Background: an optimization exercise with open tools, aiming at small area, a short achievable clock period and few clock cycles. Do not read the settings as production practice. The RTL was checked by simulation tests, not by an equivalence proof against the original design. Power figures rest on the tool's default switching activity, not on a simulated workload.

Setup of wip/garnet:
## rledec
module rledec (
    input  wire        clk,
    input  wire        rst,           
    input  wire        reg_we,
    input  wire [7:0]  reg_addr,      
    input  wire [31:0] reg_wdata,
    output reg  [31:0] reg_rdata,
    output wire        irq,
    output wire        src_req,
    output wire [11:0] src_addr,
    input  wire        src_ack,
    input  wire [7:0]  src_rdata,
    output wire        fb_req,
    output wire [11:0] fb_addr,
    output wire [7:0]  fb_wdata,
    input  wire        fb_ack
);
    localparam [3:0] OP_NOP = 4'h0, OP_RLE4 = 4'h1, OP_RLE5 = 4'h2, OP_NIBBLE = 4'h3,
                     OP_RAW = 4'h4, OP_CLEAR = 4'h5, OP_ABORT = 4'h6;
    localparam [2:0] M_NONE = 3'd0, M_RLE4 = 3'd1, M_RLE5 = 3'd2, M_NIBBLE = 3'd3,
                     M_RAW = 3'd4, M_CLEAR = 3'd5;
    localparam [2:0] C_NONE = 3'd0, C_MAXPIX = 3'd1, C_DATALEN = 3'd2, C_INPUT_END = 3'd3,
                     C_ABORTED = 3'd4, C_DST_RANGE = 3'd5, C_CLEARED = 3'd6;
    localparam [2:0] E_BAD_CMD = 3'd1, E_BUSY_CMD = 3'd2, E_BAD_CFG = 3'd3, E_DST_RANGE = 3'd4;
    localparam [2:0] R_REPEAT = 3'd0, R_REP_COLOR = 3'd1, R_MULTI = 3'd2, R_RUN = 3'd3,
                     R_RUN_DATA = 3'd4;
    localparam [1:0] J_REP = 2'd0, J_RUN = 2'd1, J_NIB = 2'd2, J_RAW = 2'd3;
    reg        irq_en;
    reg        busy, done, err;
    reg [2:0]  cause, errcode;
    reg [31:0] src_ptr, src_limit, datalen, maxpix, pixcount;
    reg [31:0] dst_base, frame_stride, frame_index, padding, line_width;
    reg [31:0] dst_ptr, linecount;
    reg [12:0] count, repcount;    
    reg [2:0]  stage, record, avail;
    reg [7:0]  acc;
    reg [2:0]  mode;
    reg [7:0]  auxpal [0:31];
    reg        at_max;      
    reg        wact;        
    reg [1:0]  wkind;
    reg [7:0]  wbyte;       
    reg [12:0] wleft;       
    reg [1:0]  mst;         
    reg [4:0]  mpos;        
    wire is_rle4  = (mode == M_RLE4);
    wire is_rle5  = (mode == M_RLE5);
    wire is_rle   = is_rle4 | is_rle5;
    wire is_nib   = (mode == M_NIBBLE);
    wire is_raw   = (mode == M_RAW);
    wire is_clear = (mode == M_CLEAR);
    wire [2:0] bits = is_rle5 ? 3'd5 : 3'd4;
    wire        dst_oob = |dst_ptr[31:12];
    wire        wgo     = wact & (mst == 2'd0);
    wire [31:0] pc1     = pixcount + 32'd1;
    wire        pc1_eq  = (pc1 == maxpix);
  ...
clock: 12.0 ns
lec_check: 0
cap_margin: 20
core_margin: 2
core_utilization: 40
gpl_timing_driven: 1
setup_slack_margin: 5
slew_margin: 20
run.sh (not shown) runs the stock make flow with config.mk's settings and CLKGATE_MAP_FILE= SYNTH_SCRIPT=/design/flow/synth_recipe.tcl, a recipe that flattens the netlist after the stock synthesis.
wip/garnet went all the way through the flow, and no timing, DRC or antenna check failed.
Testbench counts of wip/garnet, summed over its fixed seeds: cycles 119,687.
Inputs modified between wip/garnet and wip/fjord:
==> flow/flow/run.sh (new file) <==
#!/bin/bash
# The standard layout, with the port buffers made from buf_4 cells instead of the
# default (a slow delay buffer), so that paths through the ports are not slowed.
set -euo pipefail
export BUFFER_PORTS_ARGS="-buffer_cell sky130_fd_sc_hd__buf_4"
bash standard.sh > standard_flow.log 2>&1
==> flow/standard.sh (new file) <==
#!/bin/bash
# synth_recipe.tcl (not shown) runs the flow's synth.tcl, then flattens the netlist and writes it again
# the make line also repeats each setting of config.mk as NAME=value (left out here)
make -C /OpenROAD-flow-scripts/flow DESIGN_CONFIG=/design/flow/config.mk WORK_HOME=/design/flow/orfs CLKGATE_MAP_FILE= SYNTH_SCRIPT=/design/flow/synth_recipe.tcl "${@:-finish}"
-- flow/config.mk --
<<< wip/garnet, line 9
export CORE_MARGIN = 2
export CORE_UTILIZATION = 40
export GPL_TIMING_DRIVEN = 1
export SETUP_SLACK_MARGIN = 5
export SLEW_MARGIN = 20
>>> wip/fjord, line 9
export CORE_MARGIN = 2
export CORE_UTILIZATION = 40
export CTS_BUF_LIST = sky130_fd_sc_hd__clkbuf_16
export CTS_CLUSTER_DIAMETER = 80
export CTS_CLUSTER_SIZE = 20
export SETUP_SLACK_MARGIN = 5
export SLEW_MARGIN = 20
removed: flow/run.sh
Results
The data arrival time of the critical path was comparable across wip/fjord and wip/garnet.
Switching part of the total power in wip/fjord is 1.4 points above wip/garnet.
Buffer and inverter count on the worst path was higher in wip/garnet than in wip/fjord.
wip/fjord vs. wip/garnet: sequential share of layout area higher, internal power component lower.
In terms of average vias per placed instance, wip/garnet and wip/fjord differ only marginally.
wip/garnet has a higher total power consumption of the routed design than wip/fjord.
Global-route wire length before repair improves in wip/fjord relative to wip/garnet.
Input changes introduced in wip/nickel (baseline for comparison: wip/fjord):
==> flow/config.mk <==
export PLATFORM = sky130hd
export DESIGN_NAME = rledec
export DESIGN_NICKNAME = rledec
export VERILOG_FILES = /design/flow/design.v
export SDC_FILE = /design/flow/constraint.sdc
export NUM_CORES = 4
export LEC_CHECK = 0
export CAP_MARGIN = 20
export CORE_MARGIN = 2
export CORE_UTILIZATION = 40
export SETUP_SLACK_MARGIN = 5
export SLEW_MARGIN = 20
Compared with wip/fjord, in wip/nickel fraction of area in non-clock buffers roughly the same, H-tree depth reported by CTS shows an increase of 1. Slew at the pin closest to its max-slew limit: wip/nickel vs wip/fjord — no meaningful difference. Taking wip/fjord as the reference, in wip/nickel post-CTS setup-driven buffer insertion count comparable; clock power went up; number of buffers inserted during clock tree synthesis increased by 36 relative to the old numbers; worst-case vdd ir drop went up by 14%; relative area change from synthesis to final layout now sits higher. Against wip/fjord as the reference, wip/nickel delivers a lower non-clock buffer count. Compared wip/nickel vs wip/fjord, and part of the total power dissipated in the clock network is up in wip/nickel. Against wip/fjord, worst hold slack in wip/nickel came out worse.
For wip/ember, these inputs were changed with respect to wip/nickel:
==> flow/run.sh (new file) <==
#!/bin/bash
# synth_recipe.tcl (not shown) runs the flow's synth.tcl, then flattens the netlist and writes it again
# the make line also repeats each setting of config.mk as NAME=value (left out here)
make -C /OpenROAD-flow-scripts/flow DESIGN_CONFIG=/design/flow/config.mk WORK_HOME=/design/flow/orfs CLKGATE_MAP_FILE= SYNTH_SCRIPT=/design/flow/synth_recipe.tcl finish
-- flow/config.mk --
<<< wip/nickel, line 9
export CORE_MARGIN = 2
export CORE_UTILIZATION = 40
export SETUP_SLACK_MARGIN = 5
export SLEW_MARGIN = 20
>>> wip/ember, line 9
export CORE_MARGIN = 2
export CORE_UTILIZATION = 40
export CTS_BUF_LIST = sky130_fd_sc_hd__clkbuf_16
export CTS_CLUSTER_DIAMETER = 80
export CTS_CLUSTER_SIZE = 20
export SETUP_SLACK_MARGIN = 5
export SLEW_MARGIN = 20
removed: flow/flow/run.sh
removed: flow/standard.sh
- Summary — global-route usage, wip/ember relative to wip/nickel: higher, by 0.31 points.
- wip/ember and wip/nickel ended up with roughly the same sequential cell area share.
- NOTE: power in wip/ember falls short of that of wip/nickel
- Summary — number of logic stages on the critical path including buffering, wip/ember relative to wip/nickel: higher, by 1.
- Area growth from synthesis to final layout, wip/nickel and wip/ember, higher one = wip/nickel.
- The maximum single-stage delay on the critical path of wip/ember is higher than that of wip/nickel.
- Cell area delta (wip/ember − wip/nickel): favourable

re-timing with driven ports:
Ports are ideal in the flow. The routed layouts listed here were re-timed in OpenROAD.
Step 1: set_driving_cell puts a clkbuf_16 on clk and a buf_2 on each other input, an assumption about the parent block.
Step 2 also shifts input and output timing later by t, the mid clock arrival at the registers, as if the neighbouring blocks saw the same clock.
Three values: ideal, step 1, step 2; two values: the first two.
| run | t, ns | slack for setup (ns) | hold slack, ns | latest minus earliest clock arrival (ns) | slew at the worst register clock pin (ns) |
|---|---|---|---|---|---|
| wip/garnet | 0.744 | 4.940 / 4.720 / 4.720 | 0.475 / 0.475 / 0.475 | 0.028 / 0.028 | 0.07 / 0.07 |
| wip/fjord | 0.752 | 4.934 / 4.718 / 4.718 | 0.482 / 0.482 / 0.482 | 0.051 / 0.051 | 0.09 / 0.09 |
| wip/nickel | 0.746 | 4.918 / 4.735 / 4.735 | 0.473 / 0.473 / 0.473 | 0.049 / 0.049 | 0.07 / 0.07 |
| wip/ember | 0.748 | 4.693 / 4.606 / 4.606 | 0.490 / 0.490 / 0.490 | 0.057 / 0.057 | 0.10 / 0.10 |
After both steps every run listed still meets setup and hold. For wip/garnet, which loses most, drivers alone change the setup slack by -0.220 ns; drivers and shift together by -0.220 ns.
